Source: an optimization exercise on an open RTL-to-GDS flow (aim: a short achievable clock period and few clock cycles). Production flows keep margins and buffers that such runs may drop. Where RTL was checked, it was by simulation tests only, not by an equivalence proof against the original. No functional check of the RTL was part of runs 1 to 3. Power figures rest on the tool's default switching activity, not on a simulated workload.

--- flow/run.sh ---
#!/bin/bash
# synth_recipe.tcl (not shown) runs the flow's synth.tcl, then flattens the netlist and writes it again
# the make line also repeats each setting of config.mk as NAME=value (left out here)
make -C /OpenROAD-flow-scripts/flow DESIGN_CONFIG=/design/flow/config.mk WORK_HOME=/design/flow/orfs CLKGATE_MAP_FILE= SYNTH_SCRIPT=/design/flow/synth_recipe.tcl finish
--- flow/config.mk ---
export PLATFORM = sky130hd
export DESIGN_NAME = tsb_report_engine
export DESIGN_NICKNAME = tsb_report_engine
export VERILOG_FILES = /design/flow/design.v
export SDC_FILE = /design/flow/constraint.sdc
export NUM_CORES = 4
export LEC_CHECK = 0
export CAP_MARGIN = 20
export CORE_MARGIN = 2
export CORE_UTILIZATION = 40
export SLEW_MARGIN = 20
--- flow/constraint.sdc ---
create_clock -name core_clock -period 7.5 [get_ports {clk}]
set_input_delay 1.5000 -clock core_clock [delete_from_list [all_inputs] [get_ports {clk}]]
set_output_delay 1.5000 -clock core_clock [all_outputs]
set_load 0.01 [all_outputs]
--- flow/design.v ---
module tsb_report_engine (
    input  wire       clk,
    input  wire       rst_n,        
    input  wire       fin_valid,
    output wire       fin_ready,
    input  wire [7:0] fin_data,
    input  wire       fin_req,      
    input  wire       fin_err,      
    output wire       out_valid,
    input  wire       out_ready,
    output wire [7:0] out_data,
    output wire       out_last
);
    localparam        NE  = 4;      
    localparam        PW  = 2;      
    localparam        CW  = 3;      
    localparam        PKT = 35;     
    localparam [15:0] SCAN_STEP = 16'd125;
    localparam [1:0] OUT_FRAME_OK  = 2'd0;
    localparam [1:0] OUT_NOT_READY = 2'd1;
    localparam [1:0] OUT_CORRUPT   = 2'd2;
    localparam [1:0] OUT_BUSFAIL   = 2'd3;
    integer e, s, b;
    reg        rdy_q;               
    reg        in_v;                
    reg  [7:0] in_d;
    reg        in_req, in_err;
    always @(posedge clk) begin
        in_d   <= fin_data;
        in_req <= fin_req;
        in_err <= fin_err;
        if (!rst_n)
            in_v <= 1'b0;
        else
            in_v <= fin_valid && rdy_q;
    end
    reg          in_frame;          
    reg  [2:0]   bpos;              
    reg  [2:0]   rem;               
    reg  [4:0]   cur_sel;           
    reg  [PW-1:0] wp, rp;
    reg  [CW-1:0] cnt;              
    wire       hdr_ok   = !in_err && in_d[7] && (in_d[3:0] <= 4'd5);
    wire [1:0] hdr_outc = in_err ? OUT_BUSFAIL :
                          !in_d[7] ? OUT_NOT_READY :
                          (in_d[3:0] > 4'd5) ? OUT_CORRUPT : OUT_FRAME_OK;
    wire       hdr_body = hdr_ok && (in_d[2:0] != 3'd0);
    wire st_byte  = in_v && !in_frame;
    wire rec_byte = in_v && in_frame;
    wire commit   = (st_byte && !hdr_body) ||
                    (rec_byte && (bpos == 3'd7) && (rem == 3'd1));
    always @(posedge clk) begin
        if (!rst_n) begin
            in_frame <= 1'b0;
            bpos     <= 3'd0;
        end else if (st_byte) begin
            in_frame <= hdr_body;
            bpos     <= 3'd0;
            rem      <= in_d[2:0];
        end else if (rec_byte) begin
            bpos <= bpos + 3'd1;
            if (bpos == 3'd0)
                cur_sel <= (in_d[3:0] == 4'd0) ? 5'b00001 :
                           (in_d[3:0] == 4'd1) ? 5'b00010 :
                           (in_d[3:0] == 4'd2) ? 5'b00100 :
                           (in_d[3:0] == 4'd3) ? 5'b01000 :
                           (in_d[3:0] == 4'd4) ? 5'b10000 : 5'b00000;
            if (bpos == 3'd7) begin
                rem <= rem - 3'd1;
                if (rem == 3'd1)
                    in_frame <= 1'b0;
            end
        end
    end
    reg [2*NE-1:0]    ent_outc;
    reg [NE-1:0]      ent_rep;
    reg [3*NE-1:0]    ent_drop;
    reg [3*NE-1:0]    ent_tn;
    reg [5*NE-1:0]    ent_tip;
    reg [80*NE-1:0]   ent_x;        
    reg [80*NE-1:0]   ent_y;
    wire in_id_bad = (in_d[3:0] >= 4'd5);
    always @(posedge clk) begin
        for (e = 0; e < NE; e = e + 1) begin
            if (wp == e) begin
                if (st_byte) begin
                    ent_outc[2*e +: 2] <= hdr_outc;
                    ent_rep[e]         <= in_req && (hdr_outc != OUT_CORRUPT);
                    ent_tn[3*e +: 3]   <= hdr_ok ? in_d[2:0] : 3'd0;
                    ent_drop[3*e +: 3] <= 3'd0;
                    ent_tip[5*e +: 5]  <= 5'd0;
                end
                if (rec_byte && bpos == 3'd0) begin
                    if (in_id_bad)
                        ent_drop[3*e +: 3] <= ent_drop[3*e +: 3] + 3'd1;
                    for (s = 0; s < 5; s = s + 1)
                        if (in_d[3:0] == s)
                            ent_tip[5*e + s] <= 1'b1;
                end
                for (s = 0; s < 5; s = s + 1) begin
                    if (rec_byte && cur_sel[s]) begin
                        if (bpos == 3'd1) ent_x[80*e + 16*s +: 8]     <= in_d;
                        if (bpos == 3'd2) ent_x[80*e + 16*s + 8 +: 8] <= in_d;
                        if (bpos == 3'd3) ent_y[80*e + 16*s +: 8]     <= in_d;
                        if (bpos == 3'd4) ent_y[80*e + 16*s + 8 +: 8] <= in_d;
                    end
                end
            end
        end
    end
    reg  [8*PKT-1:0] sb;            
    reg  [PKT-1:0]   sl;            
    reg              ov;
    reg  [15:0]      scan_nx;       
    wire take = ov && out_ready;
    wire need = !ov || (take && sl[0]);
    wire load = need && (cnt != {CW{1'b0}});
    reg  [1:0]  h_outc;
    reg         h_rep;
    reg  [2:0]  h_drop, h_tn;
    reg  [4:0]  h_tip;
    reg  [79:0] h_x, h_y;
    always @(*) begin
        h_outc = 2'd0; h_rep = 1'b0; h_drop = 3'd0; h_tn = 3'd0;
        h_tip = 5'd0; h_x = 80'd0; h_y = 80'd0;
        for (e = 0; e < NE; e = e + 1) begin
            if (rp == e) begin
                h_outc = ent_outc[2*e +: 2];
                h_rep  = ent_rep[e];
                h_drop = ent_drop[3*e +: 3];
                h_tn   = ent_tn[3*e +: 3];
                h_tip  = ent_tip[5*e +: 5];
                h_x    = ent_x[80*e +: 80];
                h_y    = ent_y[80*e +: 80];
            end
        end
    end
    reg [8*PKT-1:0] pkt;
    always @(*) begin
        pkt = {8*PKT{1'b0}};
        pkt[7:0]   = {2'b00, (h_rep ? h_drop : 3'd0), h_rep, h_outc};
        pkt[15:8]  = 8'd1;
        pkt[31:16] = scan_nx;
        pkt[39:32] = {5'd0, h_tn};
        for (s = 0; s < 5; s = s + 1) begin
            pkt[8*(5+6*s) +: 8]  = s;
            pkt[8*(6+6*s) +: 8]  = {7'd0, h_tip[s]};
            pkt[8*(7+6*s) +: 16] = h_tip[s] ? h_x[16*s +: 16] : 16'd0;
            pkt[8*(9+6*s) +: 16] = h_tip[s] ? h_y[16*s +: 16] : 16'd0;
        end
    end
    always @(posedge clk) begin
        if (!rst_n) begin
            ov      <= 1'b0;
            scan_nx <= SCAN_STEP;
        end else if (load) begin
            ov      <= 1'b1;
            sb      <= pkt;
            sl      <= h_rep ? {1'b1, {PKT-1{1'b0}}} : {{PKT-1{1'b0}}, 1'b1};
            scan_nx <= scan_nx + SCAN_STEP;
        end else if (need) begin
            ov <= 1'b0;
        end else if (take) begin
            sb <= {8'd0, sb[8*PKT-1:8]};
            sl <= {1'b0, sl[PKT-1:1]};
        end
    end
    wire [CW-1:0] cnt_nx = cnt + {{CW-1{1'b0}}, commit} - {{CW-1{1'b0}}, load};
    always @(posedge clk) begin
        if (!rst_n) begin
            wp    <= {PW{1'b0}};
            rp    <= {PW{1'b0}};
            cnt   <= {CW{1'b0}};
            rdy_q <= 1'b1;
        end else begin
            if (commit) wp <= (wp == NE-1) ? {PW{1'b0}} : wp + 1'b1;
            if (load)   rp <= (rp == NE-1) ? {PW{1'b0}} : rp + 1'b1;
            cnt   <= cnt_nx;
            rdy_q <= (cnt_nx + {{CW-1{1'b0}}, (fin_valid && rdy_q)}) < NE;
        end
    end
    assign fin_ready = rdy_q;
    assign out_valid = ov;
    assign out_data  = sb[7:0];
    assign out_last  = sl[0];
endmodule
==> qor.csv, run 1 <==
metric,value,unit
status,timing/DRC/antenna clean,
synth-simple-area-share,0.0862,
grt_max_degree,259,
synth_largest_area_cell,sky130_fd_sc_hd__edfxtp_1,
cts-root-to-sink-buffers,3,
grt-ovfl-total,0,
synth-adder-area-share,0.00727,
synth_cell_type_count,58,
vias_in_the_first_global_route,23500,
boundaryPins,25,
leakage,16.6,nW
worst-path-stages,12,
timing.rr.end,sb[127]$_DFFE_PP_,
antenna_violations_before_repair,2,
worstSetupStartpointType,input pin,
yosysWarnings,1,
cts_setup_buffers,0,
critical_path.cell_chain,clkdlybuf4s50_1 > a21bo_4 > nand2_8 > inv_2 > ha_1 > inv_1 > ha_1 > fa_1 > xnor2_1 > xnor2_1 > and2_1 > a41oi_1,
post-route-drc-count,0,
n_fill_cell,9472,
power.density,379,nW/um^2
grt_setup_unrepaired,false,
syn_to_final_growth,11.1,%
timing.hold.ws,0.485,ns
floorplan.initialDensity,0.403,
cts_tree,yes,
drtIter0Drc,2067,
synth-seq-area-share,0.741,
mostFrequentLayoutCells,"sky130_fd_sc_hd__edfxtp_1 (1019), sky130_fd_sc_hd__nand2_1 (473), sky130_fd_sc_hd__a21oi_1 (353)",
timing.critical_path.max_delay_family,buffers and inverters,
synth-async-reset-ratio,0,
dominant_combinational_cell_family_by_area_after_synthesis,compound AO/OA/AOI/OAI gates,
maxCapViolations,0,
globalplace.congestion,0.744,
globalRouteTotalUtil,0.170,
numCtsBuffers,108,
detail_route.wl_per_cell,20.2,microns
synth_area_leaders,"sky130_fd_sc_hd__edfxtp_1 (72%), sky130_fd_sc_hd__nand2_1 (4.2%), sky130_fd_sc_hd__a21oi_1 (4.2%)",
die-width,329,microns
cpPeakStageDelay,0.57,ns
finish.utilization,0.448,
setup_viol_count_final,0,
ir_drop,0.466,mV
final_period_minus_worst_setup_slack,4.49,ns
final.period_utilization,0.599,
clock_sinks,1059,
r2r_start,rp[0]$_SDFFE_PN0N_,
io_buffers,24,
critical_path_required,8.09,ns
relative_slew_margins,0.248,
critPathLaunch,out_ready,
avgViaCountPerCell,5.28,
drt_first_pass_iters,5,
final_max_slew_viols,0,
dp_hpwl,47900,microns
path_clk_slew,0.06,ns
worst_pin_slew,1.13,ns
synthesis.instances,3187,
synth_edf_count,1019,
design.core.area,105000,sq um
dieHeight,329,microns
synth_xor_area_frac,0.00207,
kind_of_critical_path,in -> reg,
fmax,223,MHz
synthesis.area_per_instance,13.3,sq um
min_path_type,reg -> reg,
critPathCapture,rdy_q$_SDFF_PN1_,
resize_count_post_cts,0,
cp-end-kind,flop,
postSynthRegisterBits,1059,
cts_root_buffer,sky130_fd_sc_hd__clkbuf_16,
htree_levels,3,
crit_path_max_fo,148,
drive_gt1_frac,0.0641,
clock_latency,0.70,ns
cts_hold_buf,0,
synth_area,42300,sq um
number_of_routed_nets_with_antenna_violations,0,
most_common_library_cell_in_the_layout_ignoring_fill_and_taps,sky130_fd_sc_hd__edfxtp_1,
critPathBufInv,3,
r2r_setup_slack,3.58,ns
design.final.nets,3168,
via_count,24300,
area_of_the_die,108000,sq um
synth.mux.area_fraction,0.00189,
fp-row-count,119,
synth-main-ff-cell,sky130_fd_sc_hd__edfxtp_1,
synth_compound_gate_area_share,0.118,
ff2ff_path_depth,7,
fin_hold_viols,0,
synthDominantCellAreaShare,0.723,
clock_skew,0.0529,ns
worst-endpoint-arrival,5.08,ns
global_route_wire_length_before_repair,142000,microns
mappedNetlistNets,3225,
cpMaxStageDelayCell,sky130_fd_sc_hd__nand2_8,
finalWirelength,92800,microns
-- cells by family (layout without fill, tap and decap cells) --
kind of cell,after synthesis,count (layout)
and+or+nand+nor,779,779
xor gates and xnor gates,10,10
buffers and inverters,424,450
muxes,8,8
DFF,1059,1059
other,0,1
adders and majority gates,24,24
AOI/OAI and AO/OA,883,883
-- area by class of cell --
| cell class | instances | area, sq um | area share |
|---|---|---|---|
| sequential | 1059 | 31400 | 0.668 |
| multi-input combinational | 1704 | 9200 | 0.195 |
| clock buffer | 135 | 2800 | 0.0596 |
| tap | 1391 | 1740 | 0.0370 |
| inverter | 193 | 724 | 0.0154 |
| timing repair buffer | 64 | 603 | 0.0128 |
| clock inverter | 58 | 547 | 0.0116 |
| antenna | 1 | 2.50 | 0.0000532 |
-- power by group --
group | leakage, nW | switching, mW | internal (mW)
registers | 9.71 | 0.305 | 7.72
logic | 5.22 | 3.20 | 1.47
clock network | 1.63 | 2.23 | 2.89
total | 16.6 | 5.74 | 12.1
-- layer usage --
metal | part of all wire | GRT usage | vias up
met5 | 0 | 0 | -
met1 | 0.46 | 0.241 | 12100
met3 | 0.051 | 0.0244 | 135
li1 | - | - | 11500
met2 | 0.47 | 0.271 | 570
met4 | 0.025 | 0.0546 | 0
-- metrics by stage --
step,worst slack (ns),TNS [ns],instances,total power [mW],cell area (sq um)
2_1_floorplan,-0.00522,-1.64,3187,11.6,42400
3_3_place_gp,2.29,0,4410,12.8,43700
3_5_place_dp,2.31,0,4410,12.9,43700
4_1_cts,3.03,0,4603,18.0,47000
5_1_grt,2.73,0,4604,18.8,47000
6_report,3.01,0,4605,17.8,47000
-- registers in the layout (all words and copies together), names as in the netlist, 4 cells and up --
signal    count
sl           35
in_d          8
ent_tip      20
ent_drop     12
ent_tn       12
scan_nx      16
ent_y       320
ent_x       320
ent_rep       4
cur_sel       5
ent_outc      8
sb          280
-- how the worst min path moves through the flow --
stage	from	endpoint	slack, ns	cells past startpoint
3_5_place_dp	scan_nx[15]$_SDFFE_PN0N_	scan_nx[15]$_SDFFE_PN0N_	0.48	2
2_1_floorplan	scan_nx[15]$_SDFFE_PN0N_	scan_nx[15]$_SDFFE_PN0N_	0.45	2
3_3_place_gp	scan_nx[15]$_SDFFE_PN0N_	scan_nx[15]$_SDFFE_PN0N_	0.46	2
6_report	scan_nx[15]$_SDFFE_PN0N_	scan_nx[15]$_SDFFE_PN0N_	0.48	2
5_1_grt	sb[193]$_SDFFCE_PN0P_	sb[185]$_SDFFCE_PN1P_	0.52	1
4_1_cts	scan_nx[15]$_SDFFE_PN0N_	scan_nx[15]$_SDFFE_PN0N_	0.49	2
-- worst reg2reg max path: cells and delay by family, from the launching register on --
kind | cells | cell delay, ns
buffers and inverters | 3 | 2.01
AOI/OAI and AO/OA | 3 | 0.74
adders and majority gates | 1 | 0.52
DFF | 1 | 0.38
-- cell usage after synthesis (2+ instances only) --
cell                        instances
sky130_fd_sc_hd__a21boi_0           2
sky130_fd_sc_hd__a21oi_1          354
sky130_fd_sc_hd__a221oi_1           5
sky130_fd_sc_hd__a22oi_1          163
sky130_fd_sc_hd__and2_1           122
sky130_fd_sc_hd__and3_1            84
sky130_fd_sc_hd__and4_1             2
sky130_fd_sc_hd__buf_1             17
sky130_fd_sc_hd__buf_2             51
sky130_fd_sc_hd__buf_4             33
sky130_fd_sc_hd__buf_6              7
sky130_fd_sc_hd__clkbuf_1         119
sky130_fd_sc_hd__clkbuf_2           4
sky130_fd_sc_hd__dfxtp_1           40
sky130_fd_sc_hd__edfxtp_1        1019
sky130_fd_sc_hd__ha_1              23
sky130_fd_sc_hd__inv_1            192
sky130_fd_sc_hd__mux2i_1            8
sky130_fd_sc_hd__nand2_1          473
sky130_fd_sc_hd__nand2b_1          17
sky130_fd_sc_hd__nand3_1           13
sky130_fd_sc_hd__nand4_1            2
sky130_fd_sc_hd__nor2_1            33
sky130_fd_sc_hd__nor3_1             6
sky130_fd_sc_hd__nor3b_1            4
sky130_fd_sc_hd__nor4b_1            5
sky130_fd_sc_hd__o2111ai_1          2
sky130_fd_sc_hd__o2111ai_2          3
sky130_fd_sc_hd__o211ai_1           7
sky130_fd_sc_hd__o21a_1             4
sky130_fd_sc_hd__o21ai_0          299
sky130_fd_sc_hd__o21ai_1           31
sky130_fd_sc_hd__o31ai_1            5
sky130_fd_sc_hd__or3_1              2
sky130_fd_sc_hd__or4_1              5
sky130_fd_sc_hd__xnor2_1            7
sky130_fd_sc_hd__xor2_1             3
==> inputs of run 2 (changes only) <==
--- a/flow/config.mk
+++ b/flow/config.mk
@@ -7,2 +7,3 @@
 export LEC_CHECK = 0
+export ABC_CLOCK_PERIOD_IN_PS = 2000
 export CAP_MARGIN = 20
@@ -10,2 +11,4 @@
 export CORE_UTILIZATION = 40
+export SETUP_SLACK_MARGIN = 5
 export SLEW_MARGIN = 20
+export TNS_END_PERCENT = 100
==> run 2 against run 1 <==
  * Register-to-register slack improved by 1.2 ns
  * Sequential share of layout area decreased by 2.8 points
  * Via count is 5.2% higher
  * Synthesized cell count is the same
  * Critical path depth decreased by 11
  * Die area unchanged
  * Cell area grew 4.4%
  * Combinational power is 28% higher
  * Core utilization up 2.0 points
  * Cell count increased by 2.0%
  * Routed wire length increased by 18%
  * Sequential power hardly changed
==> qor.csv, run 2 <==
metric,value,unit,change
globalplace.congestion,0.730,,-1.9%
fin_hold_viols,0,,unchanged
post-route-drc-count,0,,unchanged
final-seq-area,31400,sq um,about the same
global_route_wire_length_before_repair,159000,microns,+12%
final_period_minus_worst_setup_slack,2.86,ns,-1.63 ns
detail_route.wl_per_cell,23.3,microns,+15%
relative_slew_margins,0.272,,+0.0237
cts_root_buffer,sky130_fd_sc_hd__clkbuf_16,,
htree_levels,3,,unchanged
drt_first_pass_iters,5,,unchanged
postSynthRegisterBits,1059,,unchanged
worst-endpoint-arrival,1.36,ns,-3.72 ns
dp_hpwl,48000,microns,about the same
synthDominantCellAreaShare,0.723,,unchanged
cp-end-kind,output pin,,
setup_slack,4.64,ns,+1.63 ns
kind_of_critical_path,reg -> out,,
area_of_the_die,108000,sq um,unchanged
finalWirelength,109000,microns,+18%
io_buffers,24,,unchanged
antenna_violations_before_repair,5,,+3
drive_gt1_frac,0.104,,+0.0397
multi_input_comb_area,9510,sq um,+3.4%
synth_area,42300,sq um,unchanged
clock_skew,0.0342,ns,-0.0188 ns
floorplan.initialDensity,0.403,,unchanged
antenna_cells,0,,-1
detailedPlace.worstSlack,2.26,ns,-0.0476 ns
syn_to_final_growth,16.0,%,
yosysWarnings,1,,unchanged
grt_setup_unrepaired,true,,
dieHeight,329,microns,unchanged
die-width,329,microns,unchanged
finalPower,19.4,mW,+8.7%
synthesis.instances,3187,,unchanged
worstSetupStartpointType,flop,,
synth_cell_type_count,58,,unchanged
synth-async-reset-ratio,0,,unchanged
clock_latency,0.71,ns,about the same
min_path_type,reg -> reg,,
cpPeakStageDelay,0.49,ns,-0.08 ns
list_of_most_frequent_post_synthesis_cells,"sky130_fd_sc_hd__edfxtp_1 (1019), sky130_fd_sc_hd__nand2_1 (473), sky130_fd_sc_hd__a21oi_1 (354), sky130_fd_sc_hd__o21ai_0 (299), sky130_fd_sc_hd__inv_1 (192)",,
synthesis.area_per_instance,13.3,sq um,unchanged
boundaryPins,25,,unchanged
via_count,25600,,+5.2%
vias_in_the_first_global_route,24400,,+3.8%
numCtsBuffers,106,,-1.9%
avgViaCountPerCell,5.44,,+3.1%
post-synth-top-count-cell,sky130_fd_sc_hd__edfxtp_1,,
synth_largest_area_cell,sky130_fd_sc_hd__edfxtp_1,,
timing.critical_path.max_delay_family,flip-flops,,
grt_max_degree,117,,-55%
final_max_slew_viols,0,,unchanged
path_clk_slew,0.06,ns,about the same
cts-root-to-sink-buffers,3,,unchanged
critical_path_required,6.00,ns,-2.09 ns
setup_viol_count_final,0,,unchanged
grt-ovfl-total,0,,unchanged
design.final.nets,3253,,+2.7%
mostFrequentLayoutCells,"sky130_fd_sc_hd__edfxtp_1 (1019), sky130_fd_sc_hd__nand2_1 (473), sky130_fd_sc_hd__a21oi_1 (352)",,
fmax,349,MHz,+57%
globalRouteTotalUtil,0.196,,+0.0264
final.period_utilization,0.382,,-0.217
cts_tree,yes,,
critical_path.cell_chain,buf_2,,
synth-seq-area-share,0.741,,unchanged
most_common_library_cell_in_the_layout_ignoring_fill_and_taps,sky130_fd_sc_hd__edfxtp_1,,
number_of_routed_nets_with_antenna_violations,0,,unchanged
crit_path_max_fo,2,,-99%
status,timing/DRC/antenna clean,,
worst_pin_slew,1.09,ns,-0.0356 ns
critPathBufInv,1,,-2
synth-main-ff-cell,sky130_fd_sc_hd__edfxtp_1,,
mappedNetlistNets,3225,,unchanged
cts_hold_buf,0,,unchanged
drtIter0Drc,2709,,+31%
power.density,394,nW/um^2,+4.2%
layout_top_registers,"ent_x: 320 flops, ent_y: 320 flops, sb: 280 flops",,
timing.hold.ws,0.480,ns,-0.00449 ns
fp-row-count,119,,unchanged
leakage,17.4,nW,+5.3%
cpMaxStageDelayCell,sky130_fd_sc_hd__edfxtp_1,,
maxCapViolations,0,,unchanged
synth_edf_count,1019,,unchanged
ir_drop,0.330,mV,-29%
n_fill_cell,9255,,-2.3%
clock_sinks,1059,,unchanged
design.core.area,105000,sq um,unchanged
synth_area_leaders,"sky130_fd_sc_hd__edfxtp_1 (72%), sky130_fd_sc_hd__nand2_1 (4.2%), sky130_fd_sc_hd__a21oi_1 (4.2%)",,
-- run 2: cell counts after synthesis --
No cell type changed its count.
-- run 2: area by class of cell --
class,count,area share
flip-flops and latches,1059,0.640
clock buffers,130,0.0563
repair inverters,1,0.000178
well taps,1391,0.0354
repair buffers,142,0.0441
clock inverters,68,0.0152
multi-input cells,1712,0.194
inverters,193,0.0151
-- run 2: where the power goes --
group / switching, mW / internal [mW]
combinational: 3.81 / 2.15
clock: 2.29 / 3.08
sequential: 0.333 / 7.71
total: 6.43 / 12.9
-- run 2: cell families (layout without fill, tap and decap cells) --
logic type	Yosys count	count (layout)	synth area share
multiplexers	8	8	0.00189
XOR/XNOR	10	10	0.00207
AND/OR/NAND/NOR	779	782	0.0862
adder cells (fa/ha/maj)	24	24	0.00727
AO/OA/AOI/OAI	883	888	0.118
flip-flops	1059	1059	0.741
buffers and inverters	424	534	0.0434
-- run 2: final timing paths --
| kind | cells after the start | end | slack, ns | from |
|---|---|---|---|---|
| worst max-delay path | 1 | out_last | 4.64 | sl[0]$_DFFE_PP_ |
| worst max register to register | 13 | rdy_q$_SDFF_PN1_ | 4.80 | bpos[1]$_SDFFE_PP0P_ |
| worst min register to register | 1 | rdy_q$_SDFF_PN1_ | 0.48 | rdy_q$_SDFF_PN1_ |
| worst min-delay path | 1 | rdy_q$_SDFF_PN1_ | 0.48 | rdy_q$_SDFF_PN1_ |
-- run 2: repair_timing --
item	CTS	global route
setup endpoints to repair	773	259
setup buffers	42	23
resized for setup	145	31
pin swaps	18	12
gates cloned	20	13
-- run 2: per-stage QoR --
step | utilization | TNS [ns] | std cells | cell area [sq um]
after global routing | 0.467 | 0 | 4696 | 49100
after detailed placement | 0.415 | 0 | 4400 | 43700
final | 0.467 | 0 | 4696 | 49100
after CTS | 0.461 | 0 | 4660 | 48400
after floorplan | - | -1.64 | 3187 | 42500
after global placement | 0.415 | 0 | 4400 | 43700
-- run 2: metal layers --
layer	global-route usage	wire, microns	part of all wire
met4	0.0580	2790	0.025
met5	0	10	0.000091
met3	0.0467	8980	0.082
met2	0.310	51100	0.47
met1	0.271	46400	0.42
==> inputs of run 3 (changes only) <==
--- a/flow/design.v
+++ b/flow/design.v
@@ -112,7 +112,9 @@
     reg  [PKT-1:0]   sl;            
-    reg              ov;
+    reg              sv;            
     reg  [15:0]      scan_nx;       
-    wire take = ov && out_ready;
-    wire need = !ov || (take && sl[0]);
-    wire load = need && (cnt != {CW{1'b0}});
+    reg              ov, kv;        
+    reg  [7:0]       od, kd;
+    reg              ol, kl;
+    wire s_adv = sv && !kv;         
+    wire load  = (!sv || (s_adv && sl[0])) && (cnt != {CW{1'b0}});
     reg  [1:0]  h_outc;
@@ -153,6 +155,6 @@
         if (!rst_n) begin
-            ov      <= 1'b0;
+            sv      <= 1'b0;
             scan_nx <= SCAN_STEP;
         end else if (load) begin
-            ov      <= 1'b1;
+            sv      <= 1'b1;
             sb      <= pkt;
@@ -160,5 +162,5 @@
             scan_nx <= scan_nx + SCAN_STEP;
-        end else if (need) begin
-            ov <= 1'b0;
-        end else if (take) begin
+        end else if (s_adv) begin
+            if (sl[0])
+                sv <= 1'b0;
             sb <= {8'd0, sb[8*PKT-1:8]};
@@ -167,3 +169,31 @@
     end
+    wire       o_move = !ov || out_ready;
+    wire [7:0] o_nd   = kv ? kd : sb[7:0];
+    wire       o_nl   = kv ? kl : sl[0];
+    always @(posedge clk) begin
+        if (!rst_n) begin
+            od <= 8'd0;
+            ol <= 1'b0;
+            ov <= 1'b0;
+            kv <= 1'b0;
+        end else begin
+            od <= ({8{o_move}} & o_nd) | ({8{!o_move}} & od);
+            ol <= (o_move & o_nl) | (!o_move & ol);
+            if (o_move) begin
+                ov <= kv || s_adv;
+                kv <= 1'b0;
+            end else if (s_adv) begin
+                kv <= 1'b1;
+            end
+        end
+    end
+    always @(posedge clk) begin
+        if (!o_move && s_adv) begin
+            kd <= sb[7:0];
+            kl <= sl[0];
+        end
+    end
     wire [CW-1:0] cnt_nx = cnt + {{CW-1{1'b0}}, commit} - {{CW-1{1'b0}}, load};
+    wire cnt_lo = (cnt_nx <= NE-2);
+    wire cnt_hi = (cnt_nx == NE-1);
     always @(posedge clk) begin
@@ -178,3 +208,3 @@
             cnt   <= cnt_nx;
-            rdy_q <= (cnt_nx + {{CW-1{1'b0}}, (fin_valid && rdy_q)}) < NE;
+            rdy_q <= cnt_lo || (cnt_hi && !(fin_valid && rdy_q));
         end
@@ -183,4 +213,4 @@
     assign out_valid = ov;
-    assign out_data  = sb[7:0];
-    assign out_last  = sl[0];
+    assign out_data  = od;
+    assign out_last  = ol;
 endmodule
==> run 3 against run 2 <==
  * Still clean on timing, DRC and antenna
  * Routed wire length fell by 0.77%
  * Die area rose by 1.0%
  * Worst setup slack improved by 0.21 ns
  * Register-to-register slack improved by 0.04 ns
  * Hold slack got worse by 0.025 ns
  * Sequential power rose by 3.9%
  * Non-clock buffer count fell by 2
  * Cell count rose by 1.1%
  * Clock power barely moved
  * First-iteration DRC count rose by 6.6%
  * Sequential cell count rose by 20
  * Global-route usage fell by 0.054 points
==> qor.csv, run 3 <==
metric,value,unit,change
worstSetupStartpointType,flop,,
syn_to_final_growth,15.9,%,about the same
timing.critical_path.max_delay_family,adder cells,,
layout_top_registers,"ent_x: 320 flops, ent_y: 320 flops, sb: 280 flops",,
cp-end-kind,flop,,
min_delay_path_depth,0,,-1
grt-ovfl-total,0,,unchanged
min_from,sb[5]$_DFFE_PP_,,
critical_path_required,8.04,ns,+2.04 ns
worst-endpoint-arrival,3.20,ns,+1.84 ns
dieHeight,331,microns,+0.51%
synth_cell_type_count,54,,-6.9%
share_clk_of_total_power,0.276,,about the same
finish.cell_count_without_fillers,4748,,+1.1%
cts_hold_buf,0,,unchanged
maxCapViolations,0,,unchanged
drive_gt1_frac,0.103,,-0.000683
post-synth-top-count-cell,sky130_fd_sc_hd__edfxtp_1,,
synth-seq-area-share,0.745,,+0.00390
clock_skew,0.0273,ns,-0.00681 ns
finish.utilization,0.469,,+0.00198
synth-async-reset-ratio,0,,unchanged
antenna_violations_before_repair,7,,+2
drtIter0Drc,2887,,+6.6%
path_clk_slew,0.06,ns,about the same
clock_sinks,1079,,+1.9%
grt_setup_unrepaired,true,,
mappedNetlistNets,3273,,+1.5%
fp-row-count,119,,unchanged
number_of_routed_nets_with_antenna_violations,0,,unchanged
htree_levels,3,,unchanged
min_to,kd[5]$_DFFE_PP_,,
grt_max_degree,106,,-9.4%
cpMaxStageDelayCell,sky130_fd_sc_hd__dfxtp_4,,
fmax,376,MHz,+7.7%
setup_total_negative_slack,0,ns,unchanged
synth_area_leaders,"sky130_fd_sc_hd__edfxtp_1 (72%), sky130_fd_sc_hd__a21oi_1 (4.2%), sky130_fd_sc_hd__nand2_1 (4.1%)",,
io_buffers,24,,unchanged
timing.hold.ws,0.455,ns,-0.0252 ns
kind_of_critical_path,reg -> reg,,
avgViaCountPerCell,5.50,,+1.1%
postSynthRegisterBits,1079,,+1.9%
relative_slew_margins,0.246,,-0.0260
synthesis.instances,3235,,+1.5%
multi_input_comb_area,9510,sq um,about the same
final.period_utilization,0.354,,-0.0274
setup_viol_count_final,0,,unchanged
r2r_setup_slack,4.84,ns,+0.04 ns
final_period_minus_worst_setup_slack,2.66,ns,-0.206 ns
dp_hpwl,48000,microns,about the same
finalWirelength,108000,microns,-0.77%
yosysWarnings,1,,unchanged
critical_path.cell_chain,nand2b_4 > a21o_4 > inv_6 > ha_1 > inv_1 > ha_2 > inv_2 > fa_2 > xor2_1 > xnor2_1 > nor2_1 > a21oi_1,,
pwr-share-seq,0.430,,+0.015
critPathBufInv,3,,+2
synthDominantCellAreaShare,0.721,,-0.00106
power.combinational.fraction,0.294,,-0.013
cts_root_buffer,sky130_fd_sc_hd__clkbuf_16,,
die-width,331,microns,+0.51%
mostFrequentLayoutCells,"sky130_fd_sc_hd__edfxtp_1 (1028), sky130_fd_sc_hd__nand2_1 (466), sky130_fd_sc_hd__a21oi_1 (358)",,
globalRouteTotalUtil,0.196,,-0.000543
worst_pin_slew,1.13,ns,+0.0390 ns
global_route_wire_length_before_repair,161000,microns,+1.3%
synth_edf_count,1028,,+0.88%
timing.rr.end,rdy_q$_SDFF_PN1_,,
power_report.internal_total,13.1,mW,+1.4%
fin_hold_viols,0,,unchanged
final_max_slew_viols,0,,unchanged
final-seq-area,31900,sq um,+1.6%
vias_in_the_first_global_route,25300,,+3.8%
cts-root-to-sink-buffers,3,,unchanged
netSwitchingPower,6.30,mW,-2.1%
r2r_start,kv$_SDFFE_PP0N_,,
crit_path_max_fo,26,,+24
place_inst,4455,,+1.3%
detailedPlace.worstSlack,3.38,ns,+1.12 ns
most_common_library_cell_in_the_layout_ignoring_fill_and_taps,sky130_fd_sc_hd__edfxtp_1,,
boundaryPins,25,,unchanged
n_fill_cell,9187,,-0.73%
synth-main-ff-cell,sky130_fd_sc_hd__edfxtp_1,,
globalplace.congestion,0.759,,+3.9%
synth_area,42800,sq um,+1.0%
list_of_most_frequent_post_synthesis_cells,"sky130_fd_sc_hd__edfxtp_1 (1028), sky130_fd_sc_hd__nand2_1 (466), sky130_fd_sc_hd__a21oi_1 (359), sky130_fd_sc_hd__o21ai_0 (216), sky130_fd_sc_hd__inv_1 (192)",,
floorplan.initialDensity,0.405,,+0.00186
leakage,17.6,nW,+1.1%
min_path_type,reg -> reg,,
power.density,391,nW/um^2,-0.75%
area_of_the_die,110000,sq um,+1.0%
synth_largest_area_cell,sky130_fd_sc_hd__edfxtp_1,,
status,timing/DRC/antenna clean,,
cts_tree,yes,,
clock_latency,0.68,ns,-0.03 ns
ff2ff_path_depth,12,,-1
numCtsBuffers,112,,+5.7%
design.final.nets,3304,,+1.6%
drt_first_pass_iters,5,,unchanged
synthesis.area_per_instance,13.2,sq um,-0.47%
design.core.area,106000,sq um,+0.57%
ir_drop,0.335,mV,+1.7%
detail_route.wl_per_cell,22.8,microns,-1.9%
post-route-drc-count,0,,unchanged
via_count,26100,,+2.2%
cpPeakStageDelay,0.41,ns,-0.08 ns
setup_slack,4.84,ns,+0.206 ns
power_switching_share,0.324,,-0.00787
==> run 3: cell count changes after synthesis, moves of 9 or more <==
| cell | before | now |
|---|---|---|
| sky130_fd_sc_hd__o21ai_0 | 299 | 216 |
| sky130_fd_sc_hd__o21ai_1 | 31 | 116 |
| sky130_fd_sc_hd__buf_4 | 33 | 0 |
| sky130_fd_sc_hd__buf_2 | 51 | 30 |
| sky130_fd_sc_hd__nor2_1 | 33 | 47 |
| sky130_fd_sc_hd__edfxtp_1 | 1019 | 1028 |
| sky130_fd_sc_hd__a211oi_1 | 1 | 10 |
| sky130_fd_sc_hd__dfxtp_1 | 40 | 51 |
| sky130_fd_sc_hd__clkbuf_1 | 119 | 174 |
==> run 3: worst max-delay path by stage <==
stage / start / to / slack [ns] / cells after the start
4_1_cts: bpos[1]$_SDFFE_PP0P_ / rdy_q$_SDFF_PN1_ / 4.82 / 14
5_1_grt: bpos[0]$_SDFFE_PP0P_ / rdy_q$_SDFF_PN1_ / 4.77 / 14
6_report: kv$_SDFFE_PP0N_ / rdy_q$_SDFF_PN1_ / 4.84 / 12
2_1_floorplan: rst_n / sb[0]$_DFFE_PP_ / 0.78 / 3
3_3_place_gp: rst_n / sb[252]$_DFFE_PP_ / 3.40 / 5
3_5_place_dp: rst_n / sb[236]$_SDFFCE_PN0P_ / 3.38 / 5
==> run 3: power groups by stage <==
| stage | clock [mW] | sequential [mW] | combinational [mW] |
|---|---|---|---|
| 2_1_floorplan | 0 | 8.39 | 3.32 |
| 3_3_place_gp | 0 | 8.45 | 4.60 |
| 3_5_place_dp | 0 | 8.46 | 4.67 |
| 4_1_cts | 5.45 | 8.35 | 5.62 |
| 5_1_grt | 5.68 | 8.43 | 6.28 |
| 6_report | 5.36 | 8.35 | 5.70 |
==> run 3: final cells by class <==
type,count,area share
timing repair buffer,140,0.0428
inverter,193,0.0150
antenna,1,0.0000505
multi-input combinational,1740,0.192
clock buffer,153,0.0630
sequential,1079,0.644
clock inverter,51,0.00832
tap,1391,0.0351
==> run 3: per-layer routing <==
layer  track usage  share of wire
met4        0.0571          0.025
met5             0              0
met1         0.271           0.42
met3        0.0357          0.083
met2         0.317           0.47
==> run 3: cell families (layout without fill, tap and decap cells) <==
family | count (synthesis) | after routing | share of synthesized area
buf+inv | 421 | 537 | 0.0382
fa+ha+maj | 24 | 24 | 0.00719
xor+xnor | 6 | 6 | 0.00123
other cells | 0 | 1 | 0
compound gates | 903 | 907 | 0.118
flops | 1079 | 1079 | 0.745
simple gates | 788 | 789 | 0.0863
mux | 14 | 14 | 0.00328
==> run 3: what timing repair did <==
| action | in CTS | in global routing |
|---|---|---|
| resized for setup | 149 | 17 |
| gates cloned | 25 | 2 |
| pin swaps | 14 | 4 |
| setup endpoints to repair | 824 | 264 |
| buffers inserted | 51 | 10 |
==> run 3: metrics by stage <==
stage / area [sq um] / total power, mW
floorplan: 42800 / 11.7
global placement: 44300 / 13.1
detailed placement: 44300 / 13.1
CTS: 49400 / 19.4
global route: 49600 / 20.4
finish: 49600 / 19.4
==> inputs of run 4 (changes only) <==
--- a/flow/design.v
+++ b/flow/design.v
@@ -169,26 +169,21 @@
     end
-    wire       o_move = !ov || out_ready;
-    wire [7:0] o_nd   = kv ? kd : sb[7:0];
-    wire       o_nl   = kv ? kl : sl[0];
-    always @(posedge clk) begin
-        if (!rst_n) begin
-            od <= 8'd0;
-            ol <= 1'b0;
+    always @(posedge clk) begin
+        if (!rst_n) begin
             ov <= 1'b0;
             kv <= 1'b0;
-        end else begin
-            od <= ({8{o_move}} & o_nd) | ({8{!o_move}} & od);
-            ol <= (o_move & o_nl) | (!o_move & ol);
-            if (o_move) begin
-                ov <= kv || s_adv;
+        end else if (!ov || out_ready) begin
+            if (kv) begin
+                od <= kd;
+                ol <= kl;
+                ov <= 1'b1;
                 kv <= 1'b0;
-            end else if (s_adv) begin
-                kv <= 1'b1;
-            end
-        end
-    end
-    always @(posedge clk) begin
-        if (!o_move && s_adv) begin
+            end else begin
+                od <= sb[7:0];
+                ol <= sl[0];
+                ov <= s_adv;
+            end
+        end else if (s_adv) begin
             kd <= sb[7:0];
             kl <= sl[0];
+            kv <= 1'b1;
         end
==> run 4 against run 3 <==
  * Still clean
  * Non-clock buffer count fell by 23
  * Global-route usage fell by 1.1 points
  * Clock skew rose by 0.00069 ns
  * Routed wire length fell by 5.2%
  * Maximum frequency fell by 3.1%
  * Cell count fell by 0.84%
  * Area after synthesis barely moved
==> qor.csv, run 4 <==
metric,value,unit,change
status,timing/DRC/antenna clean,,
mostFrequentLayoutCells,"sky130_fd_sc_hd__edfxtp_1 (1037), sky130_fd_sc_hd__nand2_1 (470), sky130_fd_sc_hd__a21oi_1 (355)",,
critical_path_required,6.00,ns,-2.04 ns
numCtsBuffers,106,,-5.4%
synth-main-ff-cell,sky130_fd_sc_hd__edfxtp_1,,
worst_pin_slew,1.08,ns,-0.0513 ns
drive_gt1_frac,0.101,,-0.00207
final_period_minus_worst_setup_slack,2.74,ns,+0.0849 ns
layout_top_registers,"ent_x: 320 flops, ent_y: 320 flops, sb: 280 flops",,
globalRouteTotalUtil,0.185,,-0.0107
timing.critical_path.max_delay_family,flip-flops,,
cp-end-kind,output pin,,
drtIter0Drc,2672,,-7.4%
boundaryPins,25,,unchanged
worst-endpoint-arrival,1.24,ns,-1.96 ns
htree_levels,3,,unchanged
synth_largest_area_cell,sky130_fd_sc_hd__edfxtp_1,,
setup_viol_count_final,0,,unchanged
io_buffers,24,,unchanged
dp_hpwl,48700,microns,+1.6%
crit_path_max_fo,1,,-96%
fin_hold_viols,0,,unchanged
most_common_library_cell_in_the_layout_ignoring_fill_and_taps,sky130_fd_sc_hd__edfxtp_1,,
leakage,17.4,nW,-1.3%
synthDominantCellAreaShare,0.728,,+0.00613
critPathBufInv,1,,-2
cts_root_buffer,sky130_fd_sc_hd__clkbuf_16,,
design.core.area,106000,sq um,unchanged
synth_area,42800,sq um,about the same
path_clk_slew,0.06,ns,about the same
worstSetupStartpointType,flop,,
fmax,365,MHz,-3.1%
final_max_slew_viols,0,,unchanged
maxCapViolations,0,,unchanged
place_inst,4443,,-0.27%
cts_tree,yes,,
grt_setup_unrepaired,true,,
globalplace.congestion,0.745,,-1.8%
post-route-drc-count,0,,unchanged
kind_of_critical_path,reg -> out,,
antenna_violations_before_repair,7,,unchanged
grt_max_degree,105,,-0.94%
clock_sinks,1079,,unchanged
clock_skew,0.0280,ns,+0.000694 ns
synth-seq-area-share,0.747,,+0.00191
list_of_most_frequent_post_synthesis_cells,"sky130_fd_sc_hd__edfxtp_1 (1037), sky130_fd_sc_hd__nand2_1 (470), sky130_fd_sc_hd__a21oi_1 (356), sky130_fd_sc_hd__o21ai_0 (332), sky130_fd_sc_hd__inv_1 (192)",,
ir_drop,0.335,mV,about the same
via_count,25400,,-2.9%
postSynthRegisterBits,1079,,unchanged
avgViaCountPerCell,5.39,,-2.1%
finish.cell_count_without_fillers,4708,,-0.84%
synthesis.area_per_instance,13.3,sq um,+0.49%
yosysWarnings,1,,unchanged
min_path_type,reg -> reg,,
relative_slew_margins,0.280,,+0.0342
cpPeakStageDelay,0.42,ns,about the same
power.density,386,nW/um^2,-1.4%
detail_route.wl_per_cell,21.8,microns,-4.4%
vias_in_the_first_global_route,24000,,-5.4%
design.final.nets,3264,,-1.2%
setup_total_negative_slack,0,ns,unchanged
synth-async-reset-ratio,0,,unchanged
synth_cell_type_count,55,,+1.9%
critical_path.cell_chain,buf_2,,
synth_edf_count,1037,,+0.88%
finalWirelength,103000,microns,-5.2%
synthesis.instances,3220,,-0.46%
r2r_setup_slack,4.93,ns,+0.09 ns
n_fill_cell,9367,,+2.0%
clock_latency,0.68,ns,about the same
number_of_routed_nets_with_antenna_violations,0,,unchanged
synth_area_leaders,"sky130_fd_sc_hd__edfxtp_1 (73%), sky130_fd_sc_hd__a21oi_1 (4.2%), sky130_fd_sc_hd__nand2_1 (4.1%)",,
syn_to_final_growth,14.5,%,
cts_hold_buf,0,,unchanged
cts-root-to-sink-buffers,3,,unchanged
mappedNetlistNets,3258,,-0.46%
area_of_the_die,110000,sq um,about the same
post-synth-top-count-cell,sky130_fd_sc_hd__edfxtp_1,,
dieHeight,331,microns,about the same
global_route_wire_length_before_repair,153000,microns,-4.5%
cpMaxStageDelayCell,sky130_fd_sc_hd__edfxtp_1,,
fp-row-count,119,,unchanged
die-width,331,microns,about the same
final.period_utilization,0.366,,+0.0113
grt-ovfl-total,0,,unchanged
floorplan.initialDensity,0.405,,about the same
drt_first_pass_iters,5,,unchanged
==> run 4: cell type report <==
type | count | area (sq um) | share of cell area
clock buffer | 130 | 2840 | 0.0578
clock inverter | 68 | 567 | 0.0116
inverter | 193 | 739 | 0.0151
tap | 1391 | 1740 | 0.0355
timing repair buffer | 117 | 1630 | 0.0332
multi-input combinational | 1729 | 9470 | 0.193
sequential | 1079 | 32000 | 0.653
antenna | 1 | 2.50 | 0.0000511
==> run 4: worst paths after layout <==
kind / cells after the start / to / start
hold / removal: 0 / kd[4]$_DFFE_PP_ / sb[4]$_DFFE_PP_
hold reg to reg: 0 / kd[4]$_DFFE_PP_ / sb[4]$_DFFE_PP_
setup / recovery: 1 / out_data[5] / od[5]$_DFFE_PP_
setup reg to reg: 13 / rdy_q$_SDFF_PN1_ / in_d[7]$_DFF_P_
==> run 4: where the power goes <==
part | internal [mW] | switching, mW
Clock | 2.96 | 2.26
Combinational | 1.85 | 3.48
Sequential | 8.01 | 0.359
==> run 4: per-stage QoR <==
| step | util | cell area, sq um | power (mW) | hold slack, ns | setup slack, ns |
|---|---|---|---|---|---|
| after global placement | 0.419 | 44300 | 13.0 | 0.452 | 3.74 |
| after detailed placement | 0.419 | 44300 | 13.1 | 0.465 | 3.68 |
| final | 0.464 | 49000 | 18.9 | 0.470 | 4.76 |
| after global routing | 0.464 | 49000 | 19.9 | 0.489 | 4.69 |
| after floorplan | - | 42800 | 11.6 | 0.422 | 0.781 |
| after CTS | 0.461 | 48800 | 18.9 | 0.481 | 4.68 |
==> run 4: cell families after synthesis <==
group	after synthesis	share of synthesized area
adder cells (fa/ha/maj)	24	0.00719
multiplexers	16	0.00401
XOR/XNOR	7	0.00143
AO/OA/AOI/OAI	891	0.116
AND/OR/NAND/NOR	784	0.0853
buffers and inverters	419	0.0384
flip-flops	1079	0.747
==> run 4: routing by layer <==
layer	vias up	GRT usage	routed length, microns
met2	774	0.297	49000
met5	-	0	0
met3	135	0.0299	6390
li1	11800	-	-
met4	0	0.0452	2090
met1	12700	0.264	45300
==> run 4: repair_timing <==
action	CTS	global route
resized for setup	133	26
endpoints found under the setup margin	671	156
cloned	14	5
setup buffers	41	6
pin swaps	14	8
==> run 4: worst reg2reg max path, stage by stage, from the launching register on <==
cell                       delay [ns]
sky130_fd_sc_hd__dfxtp_4         0.41
sky130_fd_sc_hd__or3b_4          0.42
sky130_fd_sc_hd__a21oi_4         0.19
sky130_fd_sc_hd__a221oi_4        0.11
sky130_fd_sc_hd__inv_2           0.11
sky130_fd_sc_hd__ha_4            0.20
sky130_fd_sc_hd__inv_2           0.06
sky130_fd_sc_hd__ha_4            0.12
sky130_fd_sc_hd__inv_2           0.03
sky130_fd_sc_hd__fa_2            0.32
sky130_fd_sc_hd__xor2_1          0.16
sky130_fd_sc_hd__xnor2_1         0.13
sky130_fd_sc_hd__nor2_1          0.13
sky130_fd_sc_hd__a21oi_1         0.06
Testbench counts of run 4, summed over its fixed seeds: cycles 142,395.

## separate check: timing with driven ports
The results above use ideal ports. As a check the final layouts listed here were re-extracted and re-timed, cells and wires unchanged. Step 1, drivers: a clkbuf_16 drives clk and a buf_2 each remaining input, both assumed. Step 2 also shifts input and output timing later by t, the mid clock arrival at the registers, as if the neighbouring blocks saw the same clock. Three values: ideal, step 1, step 2; two values: the first two.
run | shift t [ns] | setup slack, ns | clock arrival spread, ns | worst register clock-pin slew, ns | pins driven straight from the clock port
run 1 | 0.742 | 3.011 / 3.042 / 2.300 | 0.054 / 0.054 | 0.07 / 0.07 | 1
run 2 | 0.762 | 4.637 / 4.563 / 3.971 | 0.035 / 0.035 | 0.07 / 0.07 | 1
run 3 | 0.734 | 4.842 / 4.818 / 4.398 | 0.031 / 0.031 | 0.06 / 0.06 | 1
run 4 | 0.744 | 4.758 / 4.680 / 4.286 | 0.038 / 0.037 | 0.07 / 0.07 | 1
After both steps setup and hold are still met in every run listed. For run 1, which loses most, drivers alone change the setup slack by +0.031 ns; drivers and shift together by -0.711 ns.
